This design comes from an exercise in tuning for small area, a short achievable clock period and few clock cycles per item on the open sky130 flow, not from production work. In this exercise RTL edits were held to simulation tests only and were not proved equivalent to the original.

## try-garnet
==> flow/design.v (excerpt) <==
module cvdsp_noise (
    input  wire        clk,
    input  wire        rst,           
    input  wire        start,
    input  wire [1:0]  op,
    input  wire        clk_flag,      
    input  wire        hold_flag,     
    input  wire [2:0]  scale_sel,     
    input  wire [31:0] now,           
    input  wire [7:0]  pot_a,         
    input  wire [7:0]  pot_b,         
    input  wire [7:0]  pot3,          
    input  wire [15:0] raw_a,         
    input  wire [15:0] raw_b,         
    input  wire [31:0] arg,           
    input  wire [31:0] cfg_tmin,      
    input  wire [31:0] cfg_tmax,      
    input  wire [15:0] cfg_ext_thresh,  
    input  wire [31:0] cfg_pulse_us,  
    output wire        done,
    output wire  [13:0] quant_mv,      
    output wire         pulse,         
    output wire  [1:0]  fired,         
    output wire  [31:0] seed,          
    output wire  [13:0] cur_a,         
    output wire  [13:0] cur_b,         
    output wire  [31:0] last_a,        
    output wire  [31:0] last_b,        
    output wire  [2:0]  scale,         
    output wire         armed,         
    output wire  [31:0] pulse_until    
);
    localparam [1:0] OP_TICK  = 2'd0;
    localparam [1:0] OP_DRAW  = 2'd1;
    localparam [1:0] OP_QUANT = 2'd2;
    localparam [1:0] OP_SEED  = 2'd3;
    function [15:0] cube_lut;
        input [7:0] i;
        begin
            case (i)
            8'd0: cube_lut = 16'd0;
            8'd1: cube_lut = 16'd0;
            8'd2: cube_lut = 16'd0;
            8'd3: cube_lut = 16'd0;
            8'd4: cube_lut = 16'd0;
            8'd5: cube_lut = 16'd0;
            8'd6: cube_lut = 16'd0;
            8'd7: cube_lut = 16'd0;
            8'd8: cube_lut = 16'd1;
            8'd9: cube_lut = 16'd1;
            8'd10: cube_lut = 16'd1;
            8'd11: cube_lut = 16'd2;
            8'd12: cube_lut = 16'd3;
  ...
==> flow/config.mk <==
export PLATFORM = sky130hd
export DESIGN_NAME = cvdsp_noise
export DESIGN_NICKNAME = cvdsp_noise
export VERILOG_FILES = /design/flow/design.v
export SDC_FILE = /design/flow/constraint.sdc
export NUM_CORES = 4
export LEC_CHECK = 0
export ABC_AREA = 1
export CAP_MARGIN = 20
export CORE_MARGIN = 2
export CORE_UTILIZATION = 40
export PLACE_DENSITY = 0.6
export SLEW_MARGIN = 20
==> flow/constraint.sdc <==
create_clock -name core_clock -period 22.0 [get_ports {clk}]
set_input_delay 4.4000 -clock core_clock [delete_from_list [all_inputs] [get_ports {clk}]]
set_output_delay 4.4000 -clock core_clock [all_outputs]
set_load 0.01 [all_outputs]
standard.sh (not shown) runs the stock make flow with config.mk's settings and CLKGATE_MAP_FILE= SYNTH_SCRIPT=/design/flow/synth_recipe.tcl, a recipe that flattens the netlist after the stock synthesis.
==> flow/flow/run.sh <==
#!/bin/bash
# The standard layout, with the port buffers that buffer_ports inserts
# made plain buffers (sky130_fd_sc_hd__buf_2) instead of its default choice.
# The make output goes to layout.log here; ORFS's per-step logs stay under orfs/logs.
set -euo pipefail
export BUFFER_PORTS_ARGS="-buffer_cell sky130_fd_sc_hd__buf_2"
bash standard.sh > layout.log 2>&1
try-garnet: flow completed, timing, DRC and antenna clean
Testbench counts of try-garnet, summed over its fixed seeds: cycles 12,000, commands 12,000.
What try-cedar does differently from try-garnet at the input level:
==> flow/flow/run.sh <==
#!/bin/bash
# The standard layout, with plain buffers (sky130_fd_sc_hd__buf_2) on the
# ports instead of buffer_ports's default choice, and timing repair asked for
# 8 ns of setup slack at the design's clock period.
# The make output goes to layout.log here; ORFS's per-step logs stay under orfs/logs.
set -euo pipefail
export BUFFER_PORTS_ARGS="-buffer_cell sky130_fd_sc_hd__buf_2"
export SETUP_SLACK_MARGIN=8
bash standard.sh > layout.log 2>&1
[summary]
Between try-cedar and try-garnet, the worst hold path cell count does not differ in any meaningful way.
Taking try-garnet as the reference, in try-cedar count of non-CTS buffers in the layout increased by 18 relative to the old numbers, footprint of the flip-flops and latches held, final critical path time including I/O delays and setup down 1.30 ns, fraction of area in multi-input gates shows no meaningful change.
Area of the multi-input gates delta (try-garnet -> try-cedar): insignificant
Input-level comparison between try-tundra and try-cedar:
==> flow/run.sh (new file) <==
#!/bin/bash
# synth_recipe.tcl (not shown) runs the flow's synth.tcl, then flattens the netlist and writes it again
# the make line also repeats each setting of config.mk as NAME=value (left out here)
make -C /OpenROAD-flow-scripts/flow DESIGN_CONFIG=/design/flow/config.mk WORK_HOME=/design/flow/orfs CLKGATE_MAP_FILE= SYNTH_SCRIPT=/design/flow/synth_recipe.tcl finish
removed: flow/flow/run.sh
removed: flow/standard.sh
## What came out
try-tundra completed; timing, DRC and antenna clean. Clock buffer count from CTS in try-tundra is about 10% higher than in try-cedar. Of the two candidates, try-cedar has the better fmax and try-tundra the worse one. The fraction of standard cell area in multi-input logic reported for try-tundra is smaller than that of try-cedar by 1.6 points. Going from try-cedar to try-tundra, arrival time of the worst setup path shows a reduction of 3.36 ns, final weighted congestion in routability-driven placement shows an increase of about 0.6%.

what the ideal ports hide:
Ports are ideal in the flow. The routed layouts listed here were re-timed in OpenROAD.
Step 1, drivers: a clkbuf_16 drives clk and a buf_2 each remaining input, both assumed.
Step 2 also shifts input and output timing later by t, the mid clock arrival at the registers, as if the neighbouring blocks saw the same clock.
Three values: ideal, step 1, step 2; two values: the first two.
run | t (ns) | setup WS [ns] | slew at the worst register clock pin (ns) | worst data-port slew with drivers (ns)
try-garnet | 0.742 | 7.073 / 6.996 / 7.368 | 0.07 / 0.07 | 0.21
try-cedar | 0.746 | 8.376 / 8.433 / 7.688 | 0.07 / 0.07 | 0.21
try-tundra | 0.695 | 6.789 / 6.704 / 6.883 | 0.07 / 0.07 | 0.19
After both steps setup and hold are still met in every run listed. For try-cedar, which loses most, drivers alone change the setup slack by +0.057 ns; drivers and shift together by -0.688 ns.
